Background: an optimization exercise with open tools, aiming at small area. Do not read the settings as production practice.
In this exercise RTL edits were held to simulation tests only and were not proved equivalent to the original.

## flow/design.v (module list and top-level ports; edited modules follow where they fit)
// module tflf: 1290 lines
// module tflf_ao22: 7 lines
// module tflf_aoi222: 8 lines
// module tflf_sel60: 18 lines
// module tflf_fa: 7 lines
module tflf (
    input  wire          clk,
    input  wire          rst,
    input  wire          cancel,
    input  wire          op_valid,
    output wire          op_ready,
    input  wire [2:0]    op_sel,
    input  wire [7:0]    op_cmd,
    input  wire [7:0]    op_plen,
    input  wire [479:0]  op_params,    
    input  wire [15:0]   op_freq,
    input  wire          rx_valid,
    output wire          rx_ready,
    input  wire [7:0]    rx_data,
    input  wire          rx_timeout,
    output wire          tx_valid,
    input  wire          tx_ready,
    output wire [7:0]    tx_data,
    input  wire          tx_fail,
    output reg           res_valid,
    output reg  [2:0]    res_kind,
    output reg  [48:0]   res_payload,
    output wire          busy,
    output wire          dead,
    output reg  [3:0]    fsm,
    output wire [7:0]    cnt,
    output wire [7:0]    len,
    output reg  [7:0]    acc,
    output reg  [2:0]    op,
    output wire [7:0]    req_id,
    output wire [7:0]    tx_len,
    output wire [7:0]    tx_idx,
    output reg  [15:0]   dist_cm,
    output reg  [15:0]   strength,
    output reg  [15:0]   temp_raw,
    output reg           csum_ok,
    output reg           tlm_valid,
    output wire [16:0]   temp_q3,
    output wire [7:0]    resp_id,
    output wire [7:0]    resp_len,
    output reg           resp_valid,
    output reg  [7:0]    ver_patch,
    output reg  [7:0]    ver_minor,
    output reg  [7:0]    ver_major,
    output reg           ver_valid,
    output reg  [2:0]    err,
    output reg           err_corr,
    input  wire [7:0]    x_addr,
    output wire [7:0]    x_data,
    input  wire [7:0]    t_addr,
    output wire [7:0]    t_data
);
  // ...
==> flow/flow/run.sh <==
#!/bin/bash
# The standard layout (the standard.sh, unchanged synthesis), with the
# port buffers that global placement inserts made from the smallest buffer
# cell, sky130_fd_sc_hd__buf_1, instead of the resizer's default choice.
set -euo pipefail
export BUFFER_PORTS_ARGS="-buffer_cell sky130_fd_sc_hd__buf_1"
bash standard.sh > standard.log 2>&1
==> flow/standard.sh <==
#!/bin/bash
# synth_recipe.tcl (not shown) runs the flow's synth.tcl, then flattens the netlist and writes it again
# the make line also repeats each setting of config.mk as NAME=value (left out here)
make -C /OpenROAD-flow-scripts/flow DESIGN_CONFIG=/design/flow/config.mk WORK_HOME=/design/flow/orfs CLKGATE_MAP_FILE= SYNTH_SCRIPT=/design/flow/synth_recipe.tcl "${@:-finish}"
==> flow/config.mk <==
export PLATFORM = sky130hd
export DESIGN_NAME = tflf
export DESIGN_NICKNAME = tflf
export VERILOG_FILES = /design/flow/design.v
export SDC_FILE = /design/flow/constraint.sdc
export NUM_CORES = 4
export LEC_CHECK = 0
export CAP_MARGIN = 20
export CORE_MARGIN = 2
export CORE_UTILIZATION = 40
export CTS_BUF_LIST = sky130_fd_sc_hd__clkbuf_16
export CTS_CLUSTER_DIAMETER = 80
export CTS_CLUSTER_SIZE = 20
export PLACE_DENSITY = 0.5
export SLEW_MARGIN = 20
export SYNTH_HIERARCHICAL = 1
export SYNTH_MINIMUM_KEEP_SIZE = 0
==> flow/constraint.sdc <==
create_clock -name core_clock -period 25.0 [get_ports {clk}]
set_input_delay 5.0000 -clock core_clock [delete_from_list [all_inputs] [get_ports {clk}]]
set_output_delay 5.0000 -clock core_clock [all_outputs]
set_load 0.01 [all_outputs]
==> results.yml, run 1 <==
final_layout:
  final_common_cell: "dfxtp_1"
  insertedDiodeCount: 4
  seq_area_um2: 22100
  seqAreaFraction_pct: 37.7
grt:
  gr-usage-met2_pct: 59.7
  track_usage_pct: 36.2
  grt_pass1_vias: 43494
  antenna_found_initial: 16
  grt_pass1_wl_um: 337000
critical_path:
  path_depth: 38
  crit_end: "t_data[7]"
  r2r_end: "tp[319]$_DFF_P_"
timing:
  finalSetupTns_ns: 0
  worst_slack_ns: 4.45
  clock_skew_ns: 0.0240
  slew_violations: 0
  rsz0062_at_grt: "no"
placement:
  placed_cells: 6959
synth:
  synth_area_leaders: "dfxtp_1, a22o_1, fa_1, a222oi_1, nand2_1"
  yosysMostFrequentCell: "dfxtp_1"
  ys.flop_type: "dfxtp_1"
  synthTopCellsByCount: "dfxtp_1, a22o_1, fa_1"
  synth_edf_count: 4
  synth_top_family_by_area: "compound AO/OA/AOI/OAI gates"
  synth-compound-area-share_pct: 27.1
clock_network:
  cts.repair.resized: 0
  htreeDepth: 3
  clock_path_buffers: 3
min_path:
  hp-start: "ver_valid$_SDFFE_PP0P_"
  hold_class: "flop to flop"
die:
  fp.dieH_um: 361
routing:
  dr.max_layer_used: "met5"
outcome:
  status: "no timing/DRC/antenna violations"
==> run 2: changes to the inputs <==
--- a/flow/config.mk
+++ b/flow/config.mk
@@ -8,9 +8,9 @@
 export CAP_MARGIN = 20
 export CORE_MARGIN = 2
-export CORE_UTILIZATION = 40
+export CORE_UTILIZATION = 65
 export CTS_BUF_LIST = sky130_fd_sc_hd__clkbuf_16
-export CTS_CLUSTER_DIAMETER = 80
-export CTS_CLUSTER_SIZE = 20
-export PLACE_DENSITY = 0.5
+export CTS_CLUSTER_DIAMETER = 100
+export CTS_CLUSTER_SIZE = 25
+export PLACE_DENSITY = 0.75
 export SLEW_MARGIN = 20
 export SYNTH_HIERARCHICAL = 1
==> run 2 against run 1 <==
  * Still clean
  * Final cell count shrank 9.8%
  * Die area shrank 38%
  * Worst setup slack gained 0.41 ns
  * Critical path depth is the same
  * Hold slack gained 0.0067 ns
  * Count of clock-buffer cells in the layout shrank 23
  * Clock skew grew 0.022 ns
  * Non-clock buffer count shrank 34
  * First-iteration DRC count grew 30%
  * Synthesized cell count is the same
==> results.yml, run 2 <==
outcome:
  status: "no timing/DRC/antenna violations"
placement:
  placed_area_um2: 55200
  hpwl_um: 166000
  port_buffers: 774
  gp_congestion: 1.16
synth:
  synth_area_leaders: "dfxtp_1, a22o_1, fa_1, a222oi_1, nand2_1"
  synth_cells: 4552
  yosysMostFrequentCell: "dfxtp_1"
  synth_area_per_cell_um2: 11.2
  ys.flop_type: "dfxtp_1"
  yosysWarnings: 7
  synthTopCellsByCount: "dfxtp_1, a22o_1, fa_1"
  synth_edf_count: 4
  ys_seq_elements: 1101
  synth_top_cell_by_area: "dfxtp_1"
  seq_area_frac_synth_pct: 43.2
  synth.cell_area_um2: 51100
  ys_types: 74
  async_reset_ff_share_pct: 0
  yosysTopAreaCellShare_pct: 43.0
final_layout:
  final_common_cell: "dfxtp_1"
  mostFrequentLayoutCells: "dfxtp_1, a22o_1, buf_1"
  top_regs: "tp: 480 flops, xs: 480 flops"
  fin_nets: 6258
  syn_to_final_growth_pct: 11.2
  postLayoutCoreUtil_pct: 73.2
  fin_area_um2: 56800
  drive_above_1_share_pct: 3.62
critical_path:
  reg2regPathDepth: 9
  crit_type: "flop to primary output"
  end_kind: "primary output"
  r2r-start: "fsm[3]$_SDFFE_PP0P_"
  cp-start-kind: "flop"
  crit_end: "t_data[7]"
  critPathSlowestCell: "fa_1"
  worstPathArrival_ns: 15.14
  critical_path.startpoint: "tp[24]$_DFF_P_"
  r2r_end: "tp[452]$_DFF_P_"
  rrSetupSlack_ns: 20.00
  cpPeakStageDelay_ns: 0.62
  cpMostUsedCell: "fa_1"
  critPathMaxFanout: 3
  required_ns: 20.00
die:
  start_util_pct: 65.8
  die_w_um: 284
  io_pins: 797
  core_um2: 77600
  fp.dieH_um: 284
  row_count: 102
  die-area_um2: 80800
timing:
  fmaxAchievable_ghz: 0.0497
  finalSetupTns_ns: 0
  slew_violations: 0
  worstMarginPinSlew_ns: 1.34
  rsz0062_at_grt: "no"
  maxSlewHeadroom_pct: 10.2
  period_minus_slack_ns: 20.14
  clock_skew_ns: 0.0463
  hold_viol_final: 0
  fin_crit_sh_pct: 80.5
  setup_viol: 0
clock_network:
  path_clk_slew_ns: 0.10
  hold_buffers: 0
  cts_buffers: 52
  htreeDepth: 2
  cts.sinks: 1101
  clk_latency_ns: 0.70
  clock_path_buffers: 3
  cts_tree: "done"
  post_cts_buffers: 0
  cts.repair.resized: 0
  clock-root-buffer: "clkbuf_16"
routing:
  firstDrtPassIters: 9
  drcViolationCount: 0
  wl_um: 216000
  routed_via_density: 7.37
  initialDrtViolationCount: 8897
  vias: 47015
  ant_nets: 0
  wl_per_cell_um: 33.8
grt:
  track_usage_pct: 51.8
  antenna_found_initial: 12
  grt_max_degree: 237
  grt_pass1_wl_um: 307000
  grt_pass1_vias: 44403
  grt_overflow: 0
min_path:
  hold_class: "flop to flop"
  hp-start: "strength[12]$_SDFFE_PP0P_"
flow_run:
  cap_viol_max_count: 0
run 2: per-module statistics from Yosys, one instance, submodules excluded:
module	cells inside	cell area (um2)	flip-flops and latches
tflf_fa	1	20.0	0
tflf_aoi222	1	10.0	0
tflf_sel60	64	350	0
tflf_ao22	1	8.76	0
tflf	2779	31400	1101
run 2: per-stage QoR:
stage | setup WS [ns] | instances | hold WS (ns)
after floorplan | 6.12 | 4572 | 0.438
after global placement | 5.67 | 6298 | 0.451
after detailed placement | 5.60 | 6299 | 0.453
after CTS | 4.87 | 6361 | 0.477
after global routing | 4.39 | 6368 | 0.488
final | 4.86 | 6376 | 0.479
run 2: area by class of cell:
cell class | instances | area [um2]
Timing Repair Buffer | 847 | 3480
Tap cell | 1040 | 1300
Sequential cell | 1101 | 22100
Fill cell | 5838 | 20800
Antenna cell | 11 | 27.5
Multi-Input combinational cell | 3223 | 28100
Clock buffer | 52 | 1300
Inverter | 92 | 345
Clock inverter | 10 | 186
run 2: cells by family after synthesis:
logic type	Yosys count	share of synthesized area, %
simple gates	950	8.69
xor+xnor	173	3.02
buf+inv	248	2.14
flops	1101	43.2
fa+ha+maj	394	15.0
compound gates	1650	27.1
other cells	2	0.0147
mux	34	0.713
run 2: per-layer routing:
metal	vias to the layer above	wire (um)	global-route usage [%]
met2	4025	91600	76.9
met3	1023	31000	17.4
met4	10	22500	41.4
met1	22706	70600	61.6
li1	19251	-	-
met5	-	79	0
run 2: how the worst min path moves through the flow:
stage / endpoint / slack [ns] / cells past startpoint
after global placement: xs[413]$_DFF_P_ / 0.45 / 1
final: strength[12]$_SDFFE_PP0P_ / 0.48 / 2
after CTS: strength[11]$_SDFFE_PP0P_ / 0.48 / 2
after floorplan: xs[216]$_DFF_P_ / 0.44 / 1
after detailed placement: xs[152]$_DFF_P_ / 0.45 / 1
after global routing: xs[445]$_DFF_P_ / 0.49 / 1
run 2: critical path, delay by kind of cell (launching register included):
kind       cells  cell delay, ns
fa+ha+maj     29           12.49
buf+inv        1            0.16
mux            1            0.34
xor+xnor       7            1.07
flops          1            0.36
==> run 3: changes to the inputs <==
--- a/flow/config.mk
+++ b/flow/config.mk
@@ -8,9 +8,9 @@
 export CAP_MARGIN = 20
 export CORE_MARGIN = 2
-export CORE_UTILIZATION = 65
+export CORE_UTILIZATION = 55
 export CTS_BUF_LIST = sky130_fd_sc_hd__clkbuf_16
 export CTS_CLUSTER_DIAMETER = 100
 export CTS_CLUSTER_SIZE = 25
-export PLACE_DENSITY = 0.75
+export PLACE_DENSITY = 0.65
 export SLEW_MARGIN = 20
 export SYNTH_HIERARCHICAL = 1
==> run 3 against run 2 <==
  * Global-route usage down 6.3 points
  * Die area grew 18%
  * First-iteration DRC count is 5.5% lower
  * Final cell count up 3.0%
  * Synthesized area did not move
  * Synthesized cell count stayed put
  * Worst setup slack lost 0.31 ns
  * Utilization is 11 points lower
  * Critical endpoint unchanged
  * Largest cell class unchanged
==> results.yml, run 3 <==
final_layout:
  top_regs: "tp: 480 flops, xs: 480 flops"
  fillers: 7755
  final_common_cell: "dfxtp_1"
  syn_to_final_growth_pct: 11.4
  fin_area_um2: 56900
  mostFrequentLayoutCells: "dfxtp_1, a22o_1, buf_1"
  drive_above_1_share_pct: 3.44
  fin_nets: 6252
routing:
  wl_per_cell_um: 34.2
  routed_via_density: 6.99
  ant_nets: 0
  wl_um: 225000
  vias: 45928
  firstDrtPassIters: 8
  initialDrtViolationCount: 8406
  drcViolationCount: 0
clock_network:
  clock_path_buffers: 3
  clock-root-buffer: "clkbuf_16"
  htreeDepth: 2
  post_cts_buffers: 0
  path_clk_slew_ns: 0.10
  cts.sinks: 1101
  clk_latency_ns: 0.72
  cts.repair.resized: 0
  cts_buffers: 51
  cts_tree: "done"
  hold_buffers: 0
critical_path:
  reg2regPathDepth: 10
  worstPathArrival_ns: 15.44
  cp-start-kind: "flop"
  rrSetupSlack_ns: 20.53
  cpPeakStageDelay_ns: 0.65
  cpMostUsedCell: "fa_1"
  crit_type: "flop to primary output"
  end_kind: "primary output"
  critPathMaxFanout: 3
  required_ns: 20.00
  critPathSlowestCell: "fa_1"
synth:
  synth_area_leaders: "dfxtp_1, a22o_1, fa_1, a222oi_1, nand2_1"
  yosysMostFrequentCell: "dfxtp_1"
  seq_area_frac_synth_pct: 43.2
  synthTopCellsByCount: "dfxtp_1, a22o_1, fa_1"
  synth_area_per_cell_um2: 11.2
  yosysTopAreaCellShare_pct: 43.0
  synth.cell_area_um2: 51100
  synth_edf_count: 4
  async_reset_ff_share_pct: 0
  ys_seq_elements: 1101
  synth_top_cell_by_area: "dfxtp_1"
  ys_types: 74
  yosysWarnings: 7
  ys.flop_type: "dfxtp_1"
  synth_cells: 4552
grt:
  grt_overflow: 0
  gr-usage-met1_pct: 56.2
  track_usage_pct: 45.5
  grt_pass1_vias: 42729
  gr-usage-met2_pct: 70.7
  antenna_found_initial: 14
  gr-max-usage-layer: "met2"
  grt.met3_usage_pct: 10.2
  grt_max_degree: 233
  grt_pass1_wl_um: 311000
min_path:
  hold_depth: 1
  hold_class: "flop to flop"
die:
  row_count: 111
  core_um2: 91800
  io_pins: 797
  die-area_um2: 95300
  fp.dieH_um: 309
  die_w_um: 309
  start_util_pct: 55.6
flow_run:
  cap_viol_max_count: 0
placement:
  port_buffers: 774
  gp_congestion: 1.05
  placed_area_um2: 55400
  hpwl_um: 176000
  dp_slack_ns: 5.31
timing:
  clock_skew_ns: 0.0392
  worstMarginPinSlew_ns: 1.25
  rsz0062_at_grt: "no"
  maxSlewHeadroom_pct: 16.4
  worst_slack_ns: 4.56
  finalSetupTns_ns: 0
  fin_crit_sh_pct: 81.8
  fmaxAchievable_ghz: 0.0489
  period_minus_slack_ns: 20.44
  hold_viol_final: 0
  setup_viol: 0
  slew_violations: 0
outcome:
  status: "no timing/DRC/antenna violations"
==> run 3: final timing paths <==
check,start,to
max,tp[48]$_DFF_P_,t_data[7]
min,xs[446]$_DFF_P_,xs[446]$_DFF_P_
max reg2reg,fsm[0]$_SDFFE_PP0P_,tp[440]$_DFF_P_
min reg2reg,xs[446]$_DFF_P_,xs[446]$_DFF_P_
==> run 3: Yosys stat by module (local to each module, per instance) <==
module,cell area [um2],flip-flops and latches
tflf,31400,1101
tflf_sel60,350,0
tflf_fa,20.0,0
tflf_aoi222,10.0,0
tflf_ao22,8.76,0
==> run 3: per-layer routing <==
layer / routed length, um / up-vias
met5: 138 / -
met4: 19200 / 20
met3: 24700 / 771
met2: 100000 / 3348
met1: 80200 / 22554
li1: - / 19235
==> run 3: through the flow <==
step | hold slack [ns] | utilization (%) | cells
2_1_floorplan | 0.438 | - | 4572
3_3_place_gp | 0.451 | 60.4 | 6500
3_5_place_dp | 0.453 | 60.4 | 6500
4_1_cts | 0.479 | 61.9 | 6561
5_1_grt | 0.487 | 62.0 | 6564
6_report | 0.476 | 62.0 | 6570
==> run 3: cell families after synthesis <==
family / after synthesis / synth area share (%)
DFF: 1101 / 43.2
AOI/OAI and AO/OA: 1650 / 27.1
xor gates and xnor gates: 173 / 3.02
adders and majority gates: 394 / 15.0
and+or+nand+nor: 950 / 8.69
buffers and inverters: 248 / 2.14
other: 2 / 0.0147
muxes: 34 / 0.713
==> run 3: cell type report <==
| cell class | count | area (um2) | area share [%] |
|---|---|---|---|
| antenna | 8 | 20.0 | 0.0352 |
| clock buffer | 51 | 1280 | 2.24 |
| clock inverter | 10 | 144 | 0.253 |
| inverter | 92 | 345 | 0.607 |
| multi-input combinational | 3223 | 28000 | 49.3 |
| sequential | 1101 | 22100 | 38.8 |
| tap | 1243 | 1560 | 2.73 |
| timing repair buffer | 842 | 3450 | 6.07 |
==> run 3: worst max-delay path, delay by kind of cell, from the launching register on <==
kind	cells	cell delay, ns
adders and majority gates	29	12.65
xor gates and xnor gates	7	1.20
DFF	1	0.36
buffers and inverters	1	0.28
muxes	1	0.25

## port drivers added, routing unchanged
The results above use ideal ports. As a check the final layouts listed here were re-extracted and re-timed, cells and wires unchanged.
Step 1, drivers: a clkbuf_16 drives clk and a buf_2 each remaining input, both assumed.
Step 2 also shifts input and output timing later by t, the mid clock arrival at the registers, as if the neighbouring blocks saw the same clock.
Slacks: ideal / step 1 / step 2; pairs: ideal / step 1.
| run | t (ns) | setup WS [ns] | worst register clock-pin slew, ns | pins driven straight from the clock port |
|---|---|---|---|---|
| run 1 | 0.758 | 4.448 / 4.364 / 5.122 | 0.10 / 0.10 | 1 |
| run 2 | 0.750 | 4.863 / 4.786 / 5.536 | 0.11 / 0.11 | 1 |
| run 3 | 0.760 | 4.556 / 4.481 / 5.242 | 0.11 / 0.11 | 1 |
After both steps setup and hold are still met in every run listed.
